Context: an optimization exercise on an open-source flow, tuned for small area, a short achievable clock period and few clock cycles. The choices shown serve that exercise and are no tape-out recipe. Only the layout flow was run in this run; the RTL was not checked for function there. Power figures rest on the tool's default switching activity, not on a simulated workload.

<file path="config.mk">
export PLATFORM = sky130hd
export DESIGN_NAME = doglink
export DESIGN_NICKNAME = doglink
export VERILOG_FILES = /design/flow/design.v
export SDC_FILE = /design/flow/constraint.sdc
export NUM_CORES = 4
export LEC_CHECK = 0
export CAP_MARGIN = 20
export CORE_MARGIN = 2
export CORE_UTILIZATION = 40
export SETUP_SLACK_MARGIN = 2.8
export SLEW_MARGIN = 20
</file>
<file path="constraint.sdc">
create_clock -name core_clock -period 5.0 [get_ports {clk}]
set_input_delay 1.0000 -clock core_clock [delete_from_list [all_inputs] [get_ports {clk}]]
set_output_delay 1.0000 -clock core_clock [all_outputs]
set_load 0.01 [all_outputs]
</file>
<file path="design.v">
module doglink (
    input  wire        clk,
    input  wire        rst,
    input  wire [31:0] ev_word,
    input  wire        ev_valid,
    output wire        ev_ready,
    output wire        out_valid,
    input  wire        out_ready,
    output wire [2:0]  out_kind,
    output wire [31:0] out_data
);
    localparam [2:0] K_FRAME   = 3'd1;
    localparam [2:0] K_FBYTE   = 3'd2;
    localparam [2:0] K_TXBYTE  = 3'd3;
    localparam [2:0] K_TXDONE  = 3'd4;
    localparam [2:0] K_TXABORT = 3'd5;
    localparam [2:0] K_RESULT  = 3'd6;
    localparam [1:0] WFS = 2'd0;
    localparam [1:0] WLH = 2'd1;
    localparam [1:0] WLL = 2'd2;
    localparam [1:0] RCV = 2'd3;
    localparam [3:0] C_NOP    = 4'd0;
    localparam [3:0] C_RXB    = 4'd1;
    localparam [3:0] C_TXACK  = 4'd2;
    localparam [3:0] C_TICK   = 4'd3;
    localparam [3:0] C_TXLD   = 4'd4;
    localparam [3:0] C_TXGO   = 4'd5;
    localparam [3:0] C_KEYWR  = 4'd6;
    localparam [3:0] C_CXOR   = 4'd7;
    localparam [3:0] C_CRST   = 4'd8;
    localparam [3:0] C_CKCLR  = 4'd9;
    localparam [3:0] C_CKADD  = 4'd10;
    localparam [3:0] C_CKRD   = 4'd11;
    localparam [3:0] C_CKCHK  = 4'd12;
    localparam [3:0] C_STAT   = 4'd13;
    localparam [3:0] C_CLRERR = 4'd14;
    localparam [3:0] C_ILL    = 4'd15;
    wire [7:0]  op = ev_word[31:24];
    wire [15:0] A  = ev_word[23:8];
    wire [7:0]  D  = ev_word[7:0];
    wire a_zero = (A == 16'd0);
    wire d_zero = (D == 8'd0);
    reg [3:0] in_code;
    always @(*) begin
        case (op)
            8'h00: in_code = (a_zero && d_zero) ? C_NOP    : C_ILL;
            8'h01: in_code = a_zero             ? C_RXB    : C_ILL;
            8'h02: in_code = (a_zero && d_zero) ? C_TXACK  : C_ILL;
            8'h03: in_code = (a_zero && d_zero) ? C_TICK   : C_ILL;
            8'h10: in_code = C_TXLD;
            8'h11: in_code = d_zero             ? C_TXGO   : C_ILL;
            8'h20: in_code = C_KEYWR;
            8'h21: in_code = a_zero             ? C_CXOR   : C_ILL;
            8'h22: in_code = (a_zero && d_zero) ? C_CRST   : C_ILL;
            8'h30: in_code = (a_zero && d_zero) ? C_CKCLR  : C_ILL;
            8'h31: in_code = a_zero             ? C_CKADD  : C_ILL;
            8'h32: in_code = (a_zero && d_zero) ? C_CKRD   : C_ILL;
            8'h33: in_code = a_zero             ? C_CKCHK  : C_ILL;
            8'h40: in_code = (a_zero && d_zero) ? C_STAT   : C_ILL;
            8'h41: in_code = (a_zero && d_zero) ? C_CLRERR : C_ILL;
            default: in_code = C_ILL;
        endcase
    end
    wire in_rng = (op[5]) ? (A[15:5] != 11'd0) :
                  (op[0]) ? (a_zero || A[15:7] != 9'd0 || (A[6] && A[5:0] != 6'd0)) :
                            (A[15:6] != 10'd0);
    wire [19:0] in_ev = {in_code, in_rng, A[6:0], D};
    reg         ew_v, sk_v;
    reg  [19:0] ew, sk;
    wire        fire;
    assign ev_ready = !sk_v;
    wire take = ev_valid && !sk_v && !rst;
    wire ew_free = !ew_v || fire;
    always @(posedge clk) begin
        if (rst) begin
            ew_v <= 1'b0;
            sk_v <= 1'b0;
        end else if (ew_free) begin
            ew_v <= sk_v || take;
            sk_v <= 1'b0;
        end else if (take) begin
            sk_v <= 1'b1;
        end
    end
    always @(posedge clk) begin
        if (ew_free)
            ew <= sk_v ? sk : in_ev;
        if (!ew_free && !sk_v)
            sk <= in_ev;
    end
    wire [3:0] e_code = ew[19:16];
    wire       e_rng  = ew[15];
    wire [6:0] e_a    = ew[14:8];
    wire [7:0] e_d    = ew[7:0];
    wire is_rxb    = (e_code == C_RXB);
    wire is_txack  = (e_code == C_TXACK);
    wire is_tick   = (e_code == C_TICK);
    wire is_txld   = (e_code == C_TXLD);
    wire is_txgo   = (e_code == C_TXGO);
    wire is_keywr  = (e_code == C_KEYWR);
    wire is_cxor   = (e_code == C_CXOR);
    wire is_crst   = (e_code == C_CRST);
    wire is_ckclr  = (e_code == C_CKCLR);
    wire is_ckadd  = (e_code == C_CKADD);
    wire is_ckrd   = (e_code == C_CKRD);
    wire is_ckchk  = (e_code == C_CKCHK);
    wire is_stat   = (e_code == C_STAT);
    wire is_clrerr = (e_code == C_CLRERR);
    wire is_ill    = (e_code == C_ILL);
    reg  [1:0]  rx_phase;
    reg  [15:0] rx_rem;        
    reg         rx_rem_zero;
    reg  [6:0]  rx_len;        
    reg         rx_le64;
    reg  [7:0]  rx_sum;
    reg  [6:0]  rx_idx;        
    reg  [1:0]  rx_wdt;
    reg  [7:0]  rx_buf [0:63];
    reg         tx_phase;
    reg  [6:0]  tx_idx;
    reg  [6:0]  tx_len;
    reg  [1:0]  tx_wdt;
    reg  [1:0]  tx_res;
    reg  [7:0]  tx_buf [0:63];
    reg  [7:0]  key [0:31];
    reg  [4:0]  kidx;
    reg  [7:0]  ck_sum;
    reg         herr;
    reg  [2:0]  hcause;
    reg         dr_act;
    reg  [5:0]  dr_ptr;
    reg  [5:0]  dr_last;
    reg         h_v, s_v;
    reg  [18:0] h, s;         
    wire q_full  = h_v && s_v;
    wire rx_ckb  = (rx_phase == RCV) && rx_rem_zero;
    wire rx_body = (rx_phase == RCV) && !rx_rem_zero;
    wire ck_ok   = (e_d == ~rx_sum) && rx_le64;
    wire rec_poss = (is_rxb && rx_ckb) || ((is_txack || is_tick) && tx_phase) ||
                    is_txgo || is_cxor || is_ckrd || is_ckchk || is_stat;
    wire wr_conf  = is_rxb && rx_body && dr_act && !rx_idx[6] &&
                    (rx_idx[5:0] >= dr_ptr);
    wire blocked  = (rec_poss && (dr_act || q_full)) || wr_conf;
    assign fire   = ew_v && !blocked;
    wire txgo_ok  = !tx_phase && !e_rng;
    wire tx_more  = (tx_idx != tx_len);
    reg        x_rec;
    reg [2:0]  x_kind;
    reg [15:0] x_data;
    wire [7:0] tx_rd  = tx_buf[tx_idx[5:0]];
    wire [7:0] key_rd = key[kidx];
    wire [15:0] stat_w = {hcause, kidx, herr, 2'd0, tx_res, tx_phase, rx_phase};
    always @(*) begin
        x_rec  = 1'b0;
        x_kind = K_RESULT;
        x_data = 16'd0;
        case (e_code)
            C_RXB: begin
                x_rec  = rx_ckb && ck_ok;
                x_kind = K_FRAME;
                x_data = {9'd0, rx_len};
            end
            C_TXACK: begin
                x_rec  = tx_phase;
                x_kind = tx_more ? K_TXBYTE : K_TXDONE;
                x_data = tx_more ? {8'd0, tx_rd} : 16'd0;
            end
            C_TICK: begin
                x_rec  = tx_phase && (tx_wdt == 2'd1);
                x_kind = K_TXABORT;
            end
            C_TXGO: begin
                x_rec  = txgo_ok;
                x_kind = K_TXBYTE;
                x_data = {8'd0, tx_buf[0]};
            end
            C_CXOR: begin
                x_rec  = 1'b1;
                x_data = {8'd0, key_rd ^ e_d};
            end
            C_CKRD: begin
                x_rec  = 1'b1;
                x_data = {8'd0, ~ck_sum};
            end
            C_CKCHK: begin
                x_rec  = 1'b1;
                x_data = {15'd0, (e_d == ~ck_sum)};
            end
            C_STAT: begin
                x_rec  = 1'b1;
                x_data = stat_w;
            end
            default: ;
        endcase
    end
    wire        d_issue = dr_act && !q_full;
    wire        issue   = d_issue || (fire && x_rec);
    wire [18:0] n_rec   = dr_act ? {K_FBYTE, 8'd0, rx_buf[dr_ptr]}
                                 : {x_kind, x_data};
    wire deliver = h_v && out_ready;
    wire h_load  = !h_v || deliver;
    always @(posedge clk) begin
        if (rst) begin
            h_v <= 1'b0;
            s_v <= 1'b0;
        end else begin
            if (h_load) begin
                h_v <= s_v || issue;
                s_v <= s_v && issue;
            end else if (issue) begin
                s_v <= 1'b1;
            end
        end
    end
    always @(posedge clk) begin
        if (h_load)
            h <= s_v ? s : n_rec;
        if (issue)
            s <= n_rec;
    end
    assign out_valid = h_v;
    assign out_kind  = h[18:16];
    assign out_data  = {13'd0, h[15:13], 3'd0, h[12:0]};
    wire err_raise = is_ill ||
                     (is_txld && (tx_phase || e_rng)) ||
                     (is_txgo && (tx_phase || e_rng)) ||
                     (is_keywr && e_rng);
    reg [2:0] err_code;
    always @(*) begin
        case (e_code)
            C_TXLD:  err_code = tx_phase ? 3'd2 : 3'd3;
            C_TXGO:  err_code = tx_phase ? 3'd4 : 3'd5;
            C_KEYWR: err_code = 3'd6;
            default: err_code = 3'd1;
        endcase
    end
    integer i;
    always @(posedge clk) begin
        if (fire && is_rxb && rx_body && !rx_idx[6])
            rx_buf[rx_idx[5:0]] <= e_d;
    end
    always @(posedge clk) begin
        if (rst) begin
            for (i = 0; i < 64; i = i + 1) tx_buf[i] <= 8'd0;
            for (i = 0; i < 32; i = i + 1) key[i] <= 8'd0;
        end else if (fire) begin
            if (is_txld && !tx_phase && !e_rng)
                tx_buf[e_a[5:0]] <= e_d;
            if (is_keywr && !e_rng)
                key[e_a[4:0]] <= e_d;
        end
    end
    always @(posedge clk) begin
        if (rst) begin
            rx_phase    <= WFS;
            rx_rem      <= 16'd0;
            rx_rem_zero <= 1'b1;
            rx_len      <= 7'd0;
            rx_le64     <= 1'b1;
            rx_sum      <= 8'd0;
            rx_idx      <= 7'd0;
            rx_wdt      <= 2'd0;
            tx_phase    <= 1'b0;
            tx_idx      <= 7'd0;
            tx_len      <= 7'd0;
            tx_wdt      <= 2'd0;
            tx_res      <= 2'd0;
            kidx        <= 5'd0;
            ck_sum      <= 8'd0;
            herr        <= 1'b0;
            hcause      <= 3'd0;
            dr_act      <= 1'b0;
            dr_ptr      <= 6'd0;
            dr_last     <= 6'd0;
        end else begin
            if (d_issue) begin
                dr_ptr <= dr_ptr + 6'd1;
                if (dr_ptr == dr_last)
                    dr_act <= 1'b0;
            end
            if (fire) begin
                if (err_raise) begin
                    if (!herr) hcause <= err_code;
                    herr <= 1'b1;
                end else if (is_clrerr) begin
                    herr   <= 1'b0;
                    hcause <= 3'd0;
                end
                if (is_rxb) begin
                    case (rx_phase)
                        WFS: begin
                            if (e_d == 8'h7E) begin
                                rx_phase <= WLH;
                                rx_wdt   <= 2'd3;
                            end
                        end
                        WLH: begin
                            rx_rem[15:8] <= e_d;
                            rx_phase     <= WLL;
                            rx_wdt       <= 2'd3;
                        end
                        WLL: begin
                            rx_rem[7:0] <= e_d;
                            rx_rem_zero <= (rx_rem[15:8] == 8'd0) && (e_d == 8'd0);
                            rx_le64     <= (rx_rem[15:8] == 8'd0) && (e_d <= 8'd64);
                            rx_len      <= e_d[6:0];
                            rx_sum      <= 8'd0;
                            rx_idx      <= 7'd0;
                            rx_phase    <= RCV;
                            rx_wdt      <= 2'd3;
                        end
                        RCV: begin
                            if (!rx_rem_zero) begin
                                if (!rx_idx[6]) rx_idx <= rx_idx + 7'd1;
                                rx_sum      <= rx_sum + e_d;
                                rx_rem      <= rx_rem - 16'd1;
                                rx_rem_zero <= (rx_rem == 16'd1);
                                rx_wdt      <= 2'd3;
                            end else begin
                                rx_phase <= WFS;
                                rx_wdt   <= 2'd0;
                                if (ck_ok && rx_len != 7'd0) begin
                                    dr_act  <= 1'b1;
                                    dr_ptr  <= 6'd0;
                                    dr_last <= rx_len[5:0] - 6'd1;
                                end
                            end
                        end
                    endcase
                end
                if (is_tick) begin
                    if (rx_phase != WFS) begin
                        rx_wdt <= rx_wdt - 2'd1;
                        if (rx_wdt == 2'd1) rx_phase <= WFS;
                    end
                    if (tx_phase) begin
                        tx_wdt <= tx_wdt - 2'd1;
                        if (tx_wdt == 2'd1) begin
                            tx_phase <= 1'b0;
                            tx_res   <= 2'd2;
                        end
                    end
                end
                if (is_txack && tx_phase) begin
                    if (tx_more) begin
                        tx_idx <= tx_idx + 7'd1;
                        tx_wdt <= 2'd2;
                    end else begin
                        tx_phase <= 1'b0;
                        tx_res   <= 2'd1;
                        tx_wdt   <= 2'd0;
                    end
                end
                if (is_txgo && txgo_ok) begin
                    tx_len   <= e_a;
                    tx_idx   <= 7'd1;
                    tx_res   <= 2'd0;
                    tx_phase <= 1'b1;
                    tx_wdt   <= 2'd2;
                end
                if (is_cxor)  kidx <= kidx + 5'd1;
                if (is_crst)  kidx <= 5'd0;
                if (is_ckclr) ck_sum <= 8'd0;
                if (is_ckadd) ck_sum <= ck_sum + e_d;
            end
        end
    end
endmodule
</file>
<file path="run.sh">
#!/bin/bash
# synth_recipe.tcl (not shown) runs the flow's synth.tcl, then flattens the netlist and writes it again
# the make line also repeats each setting of config.mk as NAME=value (left out here)
make -C /OpenROAD-flow-scripts/flow DESIGN_CONFIG=/design/flow/config.mk WORK_HOME=/design/flow/orfs CLKGATE_MAP_FILE= SYNTH_SCRIPT=/design/flow/synth_recipe.tcl finish
</file>
==> out/results.ini <==
[status]
status=complete, no violations

[floorplan]
core-area_um2=158400
dieArea_um2=162600
start_util_pct=40.24
die_w_um=403.2
boundaryPins=73
die_h_um=403.2
rows=146

[clock_network]
cts_sinks=1466
numCtsBuffers=155
root_buffer=clkbuf_16
cts_tree=yes
clockBufferDepth=3
htree_levels=4
insertion_delay_ns=0.83
clk_pin_slew_worst_paths_ns=0.06
cts_hold_buf=0

[yosys]
synth_cell_type_count=79
synth_seq_area_share_pct=67.37
synth_most_common_cell=edfxtp_1
netlist.top_cell.by_area=edfxtp_1
yosysTopAreaCellShare_pct=63.98
syn_avg_cell_area_um2=14.82
synth-main-ff-cell=edfxtp_1
syn_area_um2=63740
synth_warnings=1
yosys-top-cells-count=edfxtp_1 (1358), nor2_1 (917), mux4_2 (351), clkbuf_1 (284), nand2_1 (191)
async_flop_share_pct=0
synthTopCellsByArea=edfxtp_1 (64%), mux4_2 (12%), nor2_1 (5.4%)
synth-seq-cells=1466
synth_cells=4301
synth_edf_count=1358

[cells_and_area]
nFillCells=11490
finalNetCount=5009
multi_input_area_um2=28720
final_area_um2=89550
seqCellArea_um2=43000
utilization_pct=56.54
layout-drive-gt1-share_pct=52.19
instances_no_fill=7142
layout-area-overhead-vs-synth_pct=40.50

[setup_path]
r2r-end=h[6]
critPathLaunchType=register
worstPathArrival_ns=3.91
slowest_delay_ns=0.53
rrSetupSlack_ns=1.66
crit_chain=buf_12 -> mux4_2 -> a22oi_2 -> nand4_1 -> xor2_1 -> a221oi_2 -> o21ai_1 -> mux2_2
critPathCaptureType=register
cp_slowest_cell=nand4_1
cp_max_fo=7
path_delay_family=compound AO/OA/AOI/OAI gates
rr_worst_depth=8
critPathRequiredTime_ns=5.56
path_class=register to register
crit_buf_inv=1

[global_routing]
track_usage_pct=26.51
grt-ovfl-total=0
antenna_found_initial=11
grt_max_degree=78
grt_pass1_wl_um=310800
grt_pass1_vias=42900

[drt]
drt_iter0_drc=6006
drc=0
vias=44230
wl_per_cell_um=31.10
via_per_inst=6.193
first_pass_iters=6
drt.antenna.violating_nets=0
drt-total-wl_um=222100

[sta]
drv_slew=0
setup_violations=0
fin_setup_tns_ns=0
skew_ns=0.06155
slew_headroom_pct=19.02
worst_pin_slew_ns=1.215
hold_viol=0
rsz0062_at_grt=yes
fin_crit_ns=3.343
max_freq_mhz=299.1
hold_slack_ns=0.3535
min_period_over_period_pct=66.87
postLayoutSetupSlackWorst_ns=1.657

[power_and_ir_drop]
leakagePower_nw=27.77
ir_drop_mv=0.3697
power.total_mw=26.32
powerDensity_nw_per_um2=293.9

[placed_design]
placed_area_um2=68420
place.detailed.hpwl_um=116500
dp.cells=6209
numPortBuffers=56
routabilityCongestion=0.8710
pre_cts_slack_ns=1.028

[hold_path]
hold_class=input port to register
min_path_cells=1
holdPathEnd=sk[9]
worstHoldStart=ev_word[9]

[run]
cap_violations=0

## flip-flops by register name (all words and copies together), names as in the netlist, 3 cells and up, named ones only
| name | flops |
|---|---|
| rx_buf | 512 |
| tx_buf | 512 |
| key | 256 |
| ew | 20 |
| sk | 20 |
| h | 19 |
| s | 19 |
| rx_rem | 16 |
| ck_sum | 8 |
| rx_sum | 8 |
| rx_idx | 7 |
| rx_len | 7 |
| tx_idx | 7 |
| tx_len | 7 |
| dr_last | 6 |
| dr_ptr | 6 |
| kidx | 5 |
| hcause | 3 |
## worst max path at each step
stage,cells past startpoint,startpoint,to
finish,8,register,h[6]
global route,8,register,h[6]
CTS,9,register,h[7]
detailed placement,8,ev_word[19],ew[17]
global placement,8,ev_word[19],ew[17]
floorplan,11,dr_ptr[1],rx_buf[56][0]
## cells by family after synthesis
| family | count (synthesis) | share of synthesized area [%] |
|---|---|---|
| other | 1 | 0.005884 |
| DFF | 1466 | 67.37 |
| muxes | 450 | 14.08 |
| and+or+nand+nor | 1403 | 9.419 |
| adders and majority gates | 36 | 0.7303 |
| xor gates and xnor gates | 43 | 0.5909 |
| AOI/OAI and AO/OA | 488 | 5.069 |
| buffers and inverters | 414 | 2.735 |
## worst register-to-register path, stage by stage, from the launching register on
cell      delay (ns)
dfxtp_4         0.45
buf_12          0.18
mux4_2          0.53
a22oi_2         0.31
nand4_1         0.53
xor2_1          0.33
a221oi_2        0.39
o21ai_1         0.12
mux2_2          0.27
## where the power goes
| group | total [mW] | internal [mW] | switching (mW) |
|---|---|---|---|
| Sequential | 13.7 | 13.6 | 0.0841 |
| Combinational | 1.25 | 0.449 | 0.797 |
| Clock | 11.4 | 6.34 | 5.07 |
## repair_timing
item | CTS | global route
endpoints found under the setup margin | 2282 | 2271
resized for setup | 1114 | 1196
pin swaps | 272 | 242
setup buffers | 428 | 92
gates cloned | 115 | 7
## area by class of cell
type                            instances  share of cell area, %
Inverter                               42                 0.2152
Multi-Input combinational cell       2510                  32.08
Tap cell                             2072                  2.895
Timing Repair Buffer                  762                  11.21
Antenna cell                            4                0.01118
Clock inverter                         91                  1.045
Sequential cell                      1466                  48.02
Clock buffer                          195                  4.523
## metal layers
metal,global-route usage [%],routed length [um],vias up
met4,10.82,11550,6
met1,36.63,83760,22760
li1,-,-,17910
met3,6.461,26270,655
met5,0,37,-
met2,40.34,100500,2897
## cells in the final DEF, fill, tap and decap left out, types with 137 or more instances in the layout
master / netlist / layout
buf_4: 27 / 256
edfxtp_1: 1358 / 1358
buf_12: 0 / 171
nor2_4: 0 / 575
mux4_2: 351 / 351
clkbuf_16: 0 / 157
nor2_1: 917 / 153
buf_6: 5 / 198
nor2_2: 0 / 190
nand2_1: 191 / 137

-- afterwards: timing with drivers on the ports --
In the flow no input, the clock included, has a driving cell. The finished layout below was timed again as built, in two steps.
Step 1 sets driving cells, clkbuf_16 on the clock port and buf_2 on the other inputs (assumed; they add their load-dependent delay and slew).
Step 2 moves the port delays by t, midway between the first and last clock arrival at a register: inputs arrive t later, outputs are due t later. That takes back most of the time a late clock gives input paths.
Slacks: no drivers / after step 1 / after step 2; pairs: no drivers / after step 1.
t, ns: 0.893
setup slack, ns: 1.657 / 1.657 / 1.553
latest minus earliest clock arrival (ns): 0.062 / 0.062
worst slew at a driven data input, ns: 0.07
After both steps this run still meets setup and hold. For this run, drivers alone change the setup slack by 0.000 ns; drivers and shift together by -0.104 ns.
